This is an optimization exercise on Yosys and OpenROAD, whose aim is small area, not a production implementation.
In this exercise RTL edits were held to simulation tests only and were not proved equivalent to the original.
The flow treats the clock pin as an ideal source, which a real chip does not have.

==> inputs of job 9489 <==
==> flow/design.v <==
module kraken_enc (
    input  wire [31:0] cmd,
    output wire [1:0]  err,      
    output wire        which,    
    output wire [7:0]  val,      
    output reg  [4:0]  len,      
    output reg  [61:0] sym       
);
    wire [3:0] fam   = cmd[7:4];
    wire [3:0] proto = cmd[11:8];
    wire       st    = cmd[12];
    wire [7:0] m     = cmd[23:16];
    wire [7:0] s     = cmd[31:24];
    wire [3:0] sd = s[3:0] - 4'd1;
    reg m_ok, s_ok;
    always @(*) begin
        case (fam[1:0])
            2'd0: begin m_ok = (m[7:5] == 3'd0); s_ok = (s[7:5] == 3'd0); end
            2'd1: begin m_ok = (m[7:4] == 4'd0); s_ok = ((s[7:4] == 4'd0) && (s[3:0] != 4'd0)) || (s == 8'd16); end
            2'd2: begin m_ok = (m[7:2] == 6'd0); s_ok = (s[7:2] == 6'd0) && (s[1:0] != 2'd0); end
            default: begin m_ok = (m[7:6] == 2'd0); s_ok = (s[7:6] == 2'd0); end
        endcase
    end
    wire proto_bad = (proto[3:2] != 2'd0) || (proto[1:0] == 2'd0);
    wire fam_bad   = (fam[3:2] != 2'd0);
    assign err   = proto_bad ? 2'd2 : fam_bad ? 2'd1 : (!m_ok || !s_ok) ? 2'd3 : 2'd0;
    assign which = !proto_bad && !fam_bad && m_ok && !s_ok;
    assign val   = proto_bad ? {4'd0, proto} : fam_bad ? {4'd0, fam} : !m_ok ? m : !s_ok ? s : 8'd0;
    integer i;
    always @(*) begin
        sym = 62'd0;
        case (fam[1:0])
            2'd0: begin  
                len = 5'd12;
                for (i = 0; i < 5; i = i + 1) begin
                    sym[2*i+1]     = ~m[4-i];
                    sym[2*(i+5)+1] = ~s[4-i];
                end
                sym[2*10+1] = ~st;
                sym[2*11+1] = st;
            end
            2'd1: begin  
                len = 5'd12;
                for (i = 0; i < 4; i = i + 1) begin
                    sym[2*i+1]     = m[i];
                    sym[2*(i+4)+1] = sd[i];
                end
                sym[2*9+1]  = 1'b1;
                sym[2*10+1] = 1'b1;
                sym[2*11+1] = st;
            end
            2'd2: begin  
                len = 5'd12;
                for (i = 0; i < 4; i = i + 1) begin
                    sym[2*i]   = (m[1:0] == i);
                    sym[2*i+1] = (m[1:0] != i);
                end
                for (i = 0; i < 3; i = i + 1) begin
                    sym[2*(i+4)]   = (s[1:0] == i + 1);
                    sym[2*(i+4)+1] = (s[1:0] != i + 1);
                end
                sym[2*7+1]  = 1'b1;
                sym[2*8+1]  = 1'b1;
                sym[2*9+1]  = 1'b1;
                sym[2*10+1] = st;
                sym[2*11+1] = st;
            end
            default: begin  
                len = 5'd21;
                for (i = 0; i < 6; i = i + 1) begin
                    sym[2*(i+1)+1] = ~m[5-i];
                    sym[2*(i+7)+1] = ~s[5-i];
                end
                sym[2*14+1] = 1'b1;
                sym[2*15+1] = 1'b1;
                sym[2*17+1] = 1'b1;
                sym[2*19+1] = ~st;
                sym[2*20+1] = st;
            end
        endcase
    end
endmodule
module kraken_tx (
    input  wire        clk,
    input  wire        rst,
    input  wire        reg_sel,
    input  wire        reg_we,
    input  wire [3:0]  reg_addr,
    input  wire [31:0] reg_wdata,
    output reg  [31:0] reg_rdata,
    output wire        reg_ready,
    output reg         sl_req,
    output reg         sl_val,
    input  wire        sl_ack,
    input  wire        sl_err,
    output wire        line_en,
    input  wire        cancel_i
);
    localparam [13:0] TMR_END = 14'h0c48;
    localparam [1:0] ST_IDLE = 2'd0, ST_EXPORT = 2'd1, ST_FRAME = 2'd2, ST_REPEAT = 2'd3;
    reg [4:0]  cw_len;
    reg [61:0] cw_sym;
    reg        e_done;
    reg [1:0]  e_err;
    reg        e_which;
    reg [7:0]  e_val;
    reg [1:0]  state;
    reg        exported;
    reg        line_lvl;
    reg        cancel_pend;
    reg        t_done;
    reg        te_a;       
    reg        te_b;       
    reg [3:0]  t_val;
    reg [15:0] pos_r;
    reg [4:0]  pos_i;
    reg [1:0]  pos_ph;
    reg        pos_sub;    
    reg [4:0]  t_len;
    reg [61:0] t_sym;
    reg [1:0]  t_proto;
    reg [15:0] t_rep;
    reg [13:0] tmr;
    reg [22:0] wrcnt;
    wire busy = (state != ST_IDLE);
    assign line_en = exported;
    wire       wr        = reg_sel & reg_we;
    wire       wr_cmd    = wr & (reg_addr == 4'd0);
    wire [3:0] op        = reg_wdata[3:0];
    wire       is_tx     = (op[3:1] == 3'b001);
    assign reg_ready     = ~(wr_cmd & is_tx & busy);
    wire       do_enc    = wr_cmd & (op == 4'h1);
    wire       do_tx     = wr_cmd & is_tx & ~busy;
    wire       do_cancel = (wr_cmd & (op == 4'h4)) | cancel_i;
    wire       cancel_now = cancel_pend | do_cancel;
    wire [3:0] cmd_proto = reg_wdata[11:8];
    wire       proto_ok  = (cmd_proto[3:2] == 2'd0) && (cmd_proto[1:0] != 2'd0);
    wire [1:0]  enc_err;
    wire        enc_which;
    wire [7:0]  enc_val;
    wire [4:0]  enc_len;
    wire [61:0] enc_sym;
    kraken_enc u_enc (
        .cmd   (reg_wdata),
        .err   (enc_err),
        .which (enc_which),
        .val   (enc_val),
        .len   (enc_len),
        .sym   (enc_sym)
    );
    wire       is_sync = (pos_i == t_len);
    wire [1:0] cur_sym = t_sym[2*pos_i +: 2];
    wire       last_ph = is_sync ? (pos_ph[0]) : (pos_ph == 2'd3);
    reg        long_ph;
    always @(*) begin
        case (pos_ph)
            2'd0: long_ph = cur_sym[0];
            2'd1: long_ph = ~cur_sym[0];
            2'd2: long_ph = cur_sym[1] | cur_sym[0];
            default: long_ph = ~(cur_sym[1] | cur_sym[0]);
        endcase
        if (is_sync) long_ph = pos_ph[0];
    end
    reg [13:0] wait_cycles;
    always @(*) begin
        casez ({t_proto, is_sync, long_ph})
            4'b01_?_0: wait_cycles = 14'h3ab9;   
            4'b01_0_1: wait_cycles = 14'h02ab;   
            4'b01_1_1: wait_cycles = 14'h0fe8;   
            4'b10_?_0: wait_cycles = 14'h2c53;   
            4'b10_0_1: wait_cycles = 14'h007d;   
            4'b10_1_1: wait_cycles = 14'h297c;   
            4'b??_?_0: wait_cycles = 14'h2e9b;   
            4'b??_0_1: wait_cycles = 14'h12b1;   
            default:   wait_cycles = 14'h3bd2;   
        endcase
    end
    always @(posedge clk) begin
        if (do_tx && proto_ok) begin
            t_len   <= cw_len;
            t_sym   <= cw_sym;
            t_proto <= cmd_proto[1:0];
            t_rep   <= (op[0]) ? reg_wdata[31:16] : 16'd10;
        end
        if (!pos_sub) tmr <= wait_cycles;
        else          tmr <= {tmr[12:0], tmr[13] ^ tmr[12] ^ tmr[11] ^ tmr[1]};
    end
    wire in_exp = (state == ST_EXPORT);
    wire in_frm = (state == ST_FRAME);
    wire in_rep = (state == ST_REPEAT);
    wire wstep  = in_frm & ~pos_sub & ~sl_req;           
    wire ack    = in_frm & ~pos_sub & sl_req & sl_ack;   
    wire waits  = in_frm & pos_sub;
    wire tend   = waits & ~cancel_pend & (tmr == TMR_END);
    wire wr_issue    = wstep & ~cancel_now;
    wire rep_step    = in_rep & ~cancel_now;
    wire exp_go      = in_exp & ~cancel_now;
    wire rep_zero    = (t_rep == 16'd0);
    wire [15:0] pos_r_inc;
    wire rep_last    = (pos_r_inc == t_rep);
    wire cancel_done = ((in_exp | wstep | in_rep) & cancel_now) | (waits & cancel_pend);
    wire line_fail   = ack & sl_err;
    wire ok_done     = (exp_go & rep_zero) | (rep_step & rep_last);
    wire complete    = cancel_done | line_fail | ok_done;
    wire start_frame = (exp_go & ~rep_zero) | (rep_step & ~rep_last);
    wire ph_adv      = tend & ~last_ph;
    wire sym_adv     = tend & last_ph & ~is_sync;
    wire to_rep      = tend & last_ph & is_sync;
    wire ack_ok      = ack & ~sl_err;
    wire tx_ok       = do_tx & proto_ok;
    wire tx_bad      = do_tx & ~proto_ok;
    wire [22:0] wrcnt_inc;
    wire [23:0] wc;
    wire [16:0] rc;
    assign wc[0] = wr_issue;
    assign rc[0] = rep_step;
    genvar k;
    generate
        for (k = 0; k < 23; k = k + 1) begin : g_wc
            assign wrcnt_inc[k] = wrcnt[k] ^ wc[k];
            assign wc[k+1]      = wrcnt[k] & wc[k];
        end
        for (k = 0; k < 16; k = k + 1) begin : g_rc
            assign pos_r_inc[k] = pos_r[k] ^ rc[k];
            assign rc[k+1]      = pos_r[k] & rc[k];
        end
    endgenerate
    always @(posedge clk) begin
        if (rst || tx_ok) wrcnt <= 23'd0;
        else              wrcnt <= wrcnt_inc;
        if (rst || (exp_go && !rep_zero)) pos_r <= 16'd0;
        else                              pos_r <= pos_r_inc;
    end
    always @(posedge clk) begin
        if (rst) begin
            state       <= ST_IDLE;
            exported    <= 1'b0;
            line_lvl    <= 1'b0;
            cancel_pend <= 1'b0;
            t_done      <= 1'b0;
            te_a        <= 1'b0;
            te_b        <= 1'b0;
            t_val       <= 4'd0;
            pos_i       <= 5'd0;
            pos_ph      <= 2'd0;
            pos_sub     <= 1'b0;
            sl_req      <= 1'b0;
            sl_val      <= 1'b0;
        end else begin
            if (tx_ok)            state <= ST_EXPORT;
            else if (complete)    state <= ST_IDLE;
            else if (start_frame) state <= ST_FRAME;
            else if (to_rep)      state <= ST_REPEAT;
            cancel_pend <= ~complete & (cancel_pend | (do_cancel & busy));
            if (tx_bad | complete) t_done <= 1'b1;
            else if (tx_ok)        t_done <= 1'b0;
            if (tx_bad | tx_ok)                 begin te_a <= 1'b0; te_b <= tx_bad; end
            else if (cancel_done | line_fail)   begin te_a <= 1'b1; te_b <= cancel_done; end
            if (tx_bad)     t_val <= cmd_proto;
            else if (tx_ok) t_val <= 4'd0;
            if (exp_go) exported <= 1'b1;
            if (start_frame)  pos_i <= 5'd0;
            else if (sym_adv) pos_i <= pos_i + 5'd1;
            if (start_frame | sym_adv) pos_ph <= 2'd0;
            else if (ph_adv)           pos_ph <= pos_ph + 2'd1;
            if (start_frame | ph_adv | sym_adv) pos_sub <= 1'b0;
            else if (ack_ok)                    pos_sub <= 1'b1;
            if (wr_issue) begin
                sl_req <= 1'b1;
                sl_val <= ~pos_ph[0];
            end else if (ack) begin
                sl_req <= 1'b0;
            end
            if (ack_ok) line_lvl <= sl_val;
        end
    end
    always @(posedge clk) begin
        if (rst) begin
            cw_len  <= 5'd0;
            cw_sym  <= 62'd0;
            e_done  <= 1'b0;
            e_err   <= 2'd0;
            e_which <= 1'b0;
            e_val   <= 8'd0;
        end else begin
            if (wr && reg_addr == 4'd1) cw_len <= reg_wdata[4:0];
            if (wr && reg_addr == 4'd2) cw_sym[31:0]  <= reg_wdata;
            if (wr && reg_addr == 4'd3) cw_sym[61:32] <= reg_wdata[29:0];
            if (do_enc) begin
                e_done  <= 1'b1;
                e_err   <= enc_err;
                e_which <= enc_which;
                e_val   <= enc_val;
                if (enc_err == 2'd0) begin
                    cw_len <= enc_len;
                    cw_sym <= enc_sym;
                end
            end
        end
    end
    always @(*) begin
        case (reg_addr)
            4'd1:    reg_rdata = {27'd0, cw_len};
            4'd2:    reg_rdata = cw_sym[31:0];
            4'd3:    reg_rdata = {2'd0, cw_sym[61:32]};
            4'd4:    reg_rdata = {8'd0, e_val, 3'd0, e_which, 2'd0, e_err, 4'd0, e_done, 3'd0};
            4'd5:    reg_rdata = {12'd0, t_val, 5'd0, te_a, ~te_a & te_b, te_a & te_b, 1'b0, cancel_pend,
                                  line_lvl, exported, t_done, busy, state};
            4'd6:    reg_rdata = {9'd0, wrcnt};
            4'd7:    reg_rdata = {8'd0, pos_sub, pos_ph, pos_i, pos_r};
            default: reg_rdata = 32'd0;
        endcase
    end
endmodule
==> flow/flow/run.sh <==
#!/bin/bash
# Standard ORFS layout with two changes in how it is built:
#  - the port buffers that buffer_ports inserts are the smallest buffer cell;
#  - clock tree synthesis uses clkbuf_4 buffers, large sink clusters and no dummy loads.
set -euo pipefail
export BUFFER_PORTS_ARGS="-buffer_cell sky130_fd_sc_hd__buf_1"
export CTS_ARGS="-sink_clustering_enable -repair_clock_nets -dont_use_dummy_load -buf_list sky130_fd_sc_hd__clkbuf_8 -sink_clustering_size 16 -sink_clustering_max_diameter 60"
bash standard.sh > standard_flow.log 2>&1
==> flow/standard.sh <==
#!/bin/bash
# synth_recipe.tcl (not shown) runs the flow's synth.tcl, then flattens the netlist and writes it again
# the make line also repeats each setting of config.mk as NAME=value (left out here)
make -C /OpenROAD-flow-scripts/flow DESIGN_CONFIG=/design/flow/config.mk WORK_HOME=/design/flow/orfs CLKGATE_MAP_FILE= SYNTH_SCRIPT=/design/flow/synth_recipe.tcl "${@:-finish}"
==> flow/config.mk <==
export PLATFORM = sky130hd
export DESIGN_NAME = kraken_tx
export DESIGN_NICKNAME = kraken_tx
export VERILOG_FILES = /design/flow/design.v
export SDC_FILE = /design/flow/constraint.sdc
export NUM_CORES = 4
export LEC_CHECK = 0
export CAP_MARGIN = 20
export CORE_MARGIN = 2
export CORE_UTILIZATION = 65
export CTS_BUF_LIST = sky130_fd_sc_hd__clkbuf_4
export CTS_CLUSTER_DIAMETER = 60
export CTS_CLUSTER_SIZE = 12
export SLEW_MARGIN = 20
==> flow/constraint.sdc <==
create_clock -name core_clock -period 10.0 [get_ports {clk}]
set_input_delay 2.0000 -clock core_clock [delete_from_list [all_inputs] [get_ports {clk}]]
set_output_delay 2.0000 -clock core_clock [all_outputs]
set_load 0.01 [all_outputs]
==> job 7723 (differences from job 9489) <==
--- a/flow/design.v
+++ b/flow/design.v
@@ -28,2 +28,27 @@
     assign val   = proto_bad ? {4'd0, proto} : fam_bad ? {4'd0, fam} : !m_ok ? m : !s_ok ? s : 8'd0;
+    wire f0 = (fam[1:0] == 2'd0), f1 = (fam[1:0] == 2'd1), f2 = (fam[1:0] == 2'd2), f3 = (fam[1:0] == 2'd3);
+    wire [3:0] mo = {m[1:0] == 2'd3, m[1:0] == 2'd2, m[1:0] == 2'd1, m[1:0] == 2'd0};
+    wire [2:0] so = {s[1:0] == 2'd3, s[1:0] == 2'd2, s[1:0] == 2'd1};
+    wire [20:0] fl;
+    assign fl[0]  = f0 & ~m[4] | f1 & m[0] | f2 & ~mo[0];
+    assign fl[1]  = f0 & ~m[3] | f1 & m[1] | f2 & ~mo[1] | f3 & ~m[5];
+    assign fl[2]  = f0 & ~m[2] | f1 & m[2] | f2 & ~mo[2] | f3 & ~m[4];
+    assign fl[3]  = f0 & ~m[1] | f1 & m[3] | f2 & ~mo[3] | f3 & ~m[3];
+    assign fl[4]  = f0 & ~m[0] | f1 & sd[0] | f2 & ~so[0] | f3 & ~m[2];
+    assign fl[5]  = f0 & ~s[4] | f1 & sd[1] | f2 & ~so[1] | f3 & ~m[1];
+    assign fl[6]  = f0 & ~s[3] | f1 & sd[2] | f2 & ~so[2] | f3 & ~m[0];
+    assign fl[7]  = f0 & ~s[2] | f1 & sd[3] | f2          | f3 & ~s[5];
+    assign fl[8]  = f0 & ~s[1]              | f2          | f3 & ~s[4];
+    assign fl[9]  = f0 & ~s[0] | f1         | f2          | f3 & ~s[3];
+    assign fl[10] = f0 & ~st   | f1         | f2 & st     | f3 & ~s[2];
+    assign fl[11] = ~f3 & st                              | f3 & ~s[1];
+    assign fl[12] = f3 & ~s[0];
+    assign fl[13] = 1'b0;
+    assign fl[14] = f3;
+    assign fl[15] = f3;
+    assign fl[16] = 1'b0;
+    assign fl[17] = f3;
+    assign fl[18] = 1'b0;
+    assign fl[19] = f3 & ~st;
+    assign fl[20] = f3 & st;
     integer i;
@@ -31,51 +56,6 @@
         sym = 62'd0;
-        case (fam[1:0])
-            2'd0: begin  
-                len = 5'd12;
-                for (i = 0; i < 5; i = i + 1) begin
-                    sym[2*i+1]     = ~m[4-i];
-                    sym[2*(i+5)+1] = ~s[4-i];
-                end
-                sym[2*10+1] = ~st;
-                sym[2*11+1] = st;
-            end
-            2'd1: begin  
-                len = 5'd12;
-                for (i = 0; i < 4; i = i + 1) begin
-                    sym[2*i+1]     = m[i];
-                    sym[2*(i+4)+1] = sd[i];
-                end
-                sym[2*9+1]  = 1'b1;
-                sym[2*10+1] = 1'b1;
-                sym[2*11+1] = st;
-            end
-            2'd2: begin  
-                len = 5'd12;
-                for (i = 0; i < 4; i = i + 1) begin
-                    sym[2*i]   = (m[1:0] == i);
-                    sym[2*i+1] = (m[1:0] != i);
-                end
-                for (i = 0; i < 3; i = i + 1) begin
-                    sym[2*(i+4)]   = (s[1:0] == i + 1);
-                    sym[2*(i+4)+1] = (s[1:0] != i + 1);
-                end
-                sym[2*7+1]  = 1'b1;
-                sym[2*8+1]  = 1'b1;
-                sym[2*9+1]  = 1'b1;
-                sym[2*10+1] = st;
-                sym[2*11+1] = st;
-            end
-            default: begin  
-                len = 5'd21;
-                for (i = 0; i < 6; i = i + 1) begin
-                    sym[2*(i+1)+1] = ~m[5-i];
-                    sym[2*(i+7)+1] = ~s[5-i];
-                end
-                sym[2*14+1] = 1'b1;
-                sym[2*15+1] = 1'b1;
-                sym[2*17+1] = 1'b1;
-                sym[2*19+1] = ~st;
-                sym[2*20+1] = st;
-            end
-        endcase
+        len = f3 ? 5'd21 : 5'd12;
+        for (i = 0; i < 21; i = i + 1) sym[2*i+1] = fl[i];
+        for (i = 0; i < 4; i = i + 1) sym[2*i] = f2 & mo[i];
+        for (i = 0; i < 3; i = i + 1) sym[2*(i+4)] = f2 & so[i];
     end
==> flow/flow/run.sh (replaced) <==
#!/bin/bash
# Standard ORFS layout with these changes in how it is built:
#  - synthesis is the standard flow's script with ABC's mapping script replaced by flow/area.abc
#    (area-oriented; registers are mapped before ABC runs, so they stay the same);
#  - the port buffers that buffer_ports inserts are the smallest buffer cell;
#  - clock tree synthesis uses clkbuf_8 buffers, sink clusters of 16 and no dummy loads;
#  - after clock tree synthesis, cells on paths with slack to spare are downsized.
set -euo pipefail
here=$(pwd)
{ head -n 1 synth_recipe.tcl; cat flow/abc_override.tcl; tail -n +2 synth_recipe.tcl; } > my_synth.tcl
sed "s#SYNTH_SCRIPT=[^ ]*synth_recipe.tcl#SYNTH_SCRIPT=$here/my_synth.tcl#" standard.sh > my_standard.sh
grep -q "SYNTH_SCRIPT=$here/my_synth.tcl" my_standard.sh
export MY_ABC_SCRIPT="$here/flow/area.abc"
export BUFFER_PORTS_ARGS="-buffer_cell sky130_fd_sc_hd__buf_1"
export CTS_ARGS="-sink_clustering_enable -repair_clock_nets -dont_use_dummy_load -buf_list sky130_fd_sc_hd__clkbuf_8 -sink_clustering_size 16 -sink_clustering_max_diameter 60"
export POST_CTS_TCL="$here/flow/post_cts.tcl"
bash my_standard.sh > standard_flow.log 2>&1
==> flow/flow/abc_override.tcl (new file) <==
# Map the combinational logic with flow/area.abc (an area-oriented ABC script)
# instead of ORFS's speed script; flip-flops are mapped before this step and
# are left as the standard synthesis makes them.
proc abc {args} {
  set i [lsearch -exact $args -script]
  if { $i >= 0 } { lset args [expr {$i + 1}] $::env(MY_ABC_SCRIPT) }
  yosys abc {*}$args
}
==> flow/flow/area.abc (new file) <==
strash
ifraig
scorr
dc2
strash
&get -n
&deepsyn -J 100
&put
dch -f
amap -m -F 4 -A 8
topo
==> flow/flow/post_cts.tcl (new file) <==
# Downsize cells on paths that keep positive slack, then legalize again.
repair_timing -recover_power 100 -verbose
detailed_placement
check_placement -verbose
--- a/flow/config.mk
+++ b/flow/config.mk
@@ -7,8 +7,8 @@
 export LEC_CHECK = 0
-export CAP_MARGIN = 20
+export CAP_MARGIN = 0
 export CORE_MARGIN = 2
 export CORE_UTILIZATION = 65
-export CTS_BUF_LIST = sky130_fd_sc_hd__clkbuf_4
+export CTS_BUF_LIST = sky130_fd_sc_hd__clkbuf_8
 export CTS_CLUSTER_DIAMETER = 60
-export CTS_CLUSTER_SIZE = 12
-export SLEW_MARGIN = 20
+export CTS_CLUSTER_SIZE = 16
+export SLEW_MARGIN = 0
==> metrics.log <==
[metrics] run status: finished clean
[metrics] per-cell routed wire length: 23.7 um
[metrics] Hold Path Depth: 2
[metrics] multi-input logic area: 5220 um2
[metrics] worst-path maximum fanout: 11
[metrics] synthesized area divided by synthesized cell count: 9.87 um2
[metrics] cts repair resizes: 0
[metrics] count of placed standard cells in the final layout, fillers left out: 1,402
[metrics] total number of vias: 8,969
[metrics] Largest delay share family, worst path: adder cells
(the above is from job 9489)
==> metrics.log <==
[metrics] run status: failed layout checks
[metrics] MaxCap Viol Count: 1
[metrics] worst-path maximum fanout: 21
[metrics] number of pins with negative max-slew slack in the final report: 22
[metrics] Failing Checks: max-capacitance violations, max-slew violations
(the above is from job 7723)

port drivers added, routing unchanged:
No port has a modelled driver above. Below, the same layouts with a new extraction and two added sets of constraints.
Step 1 sets driving cells, clkbuf_16 on the clock port and buf_2 on the other inputs (assumed; they add their load-dependent delay and slew).
Step 2 times the ports against the registers' clock, not the clock port: input delays grow and output delays shrink by t, the midpoint of the rising clock arrivals with the driver on.
Three values: ideal ports, drivers, drivers and shift; two values: the first two.
| run | shift t [ns] | slack for setup (ns) | hold slack, ns | clock arrival spread, ns |
|---|---|---|---|---|
| job 9489 | 0.553 | 2.314 / 2.338 / 1.784 | 0.464 / 0.464 / 0.464 | 0.057 / 0.057 |
| job 7723 | 0.546 | 2.364 / 2.334 / 2.195 | 0.420 / 0.420 / 0.420 | 0.113 / 0.113 |
The setup slack of job 9489, which loses most, moves by +0.024 ns with the drivers and by -0.530 ns with both steps.
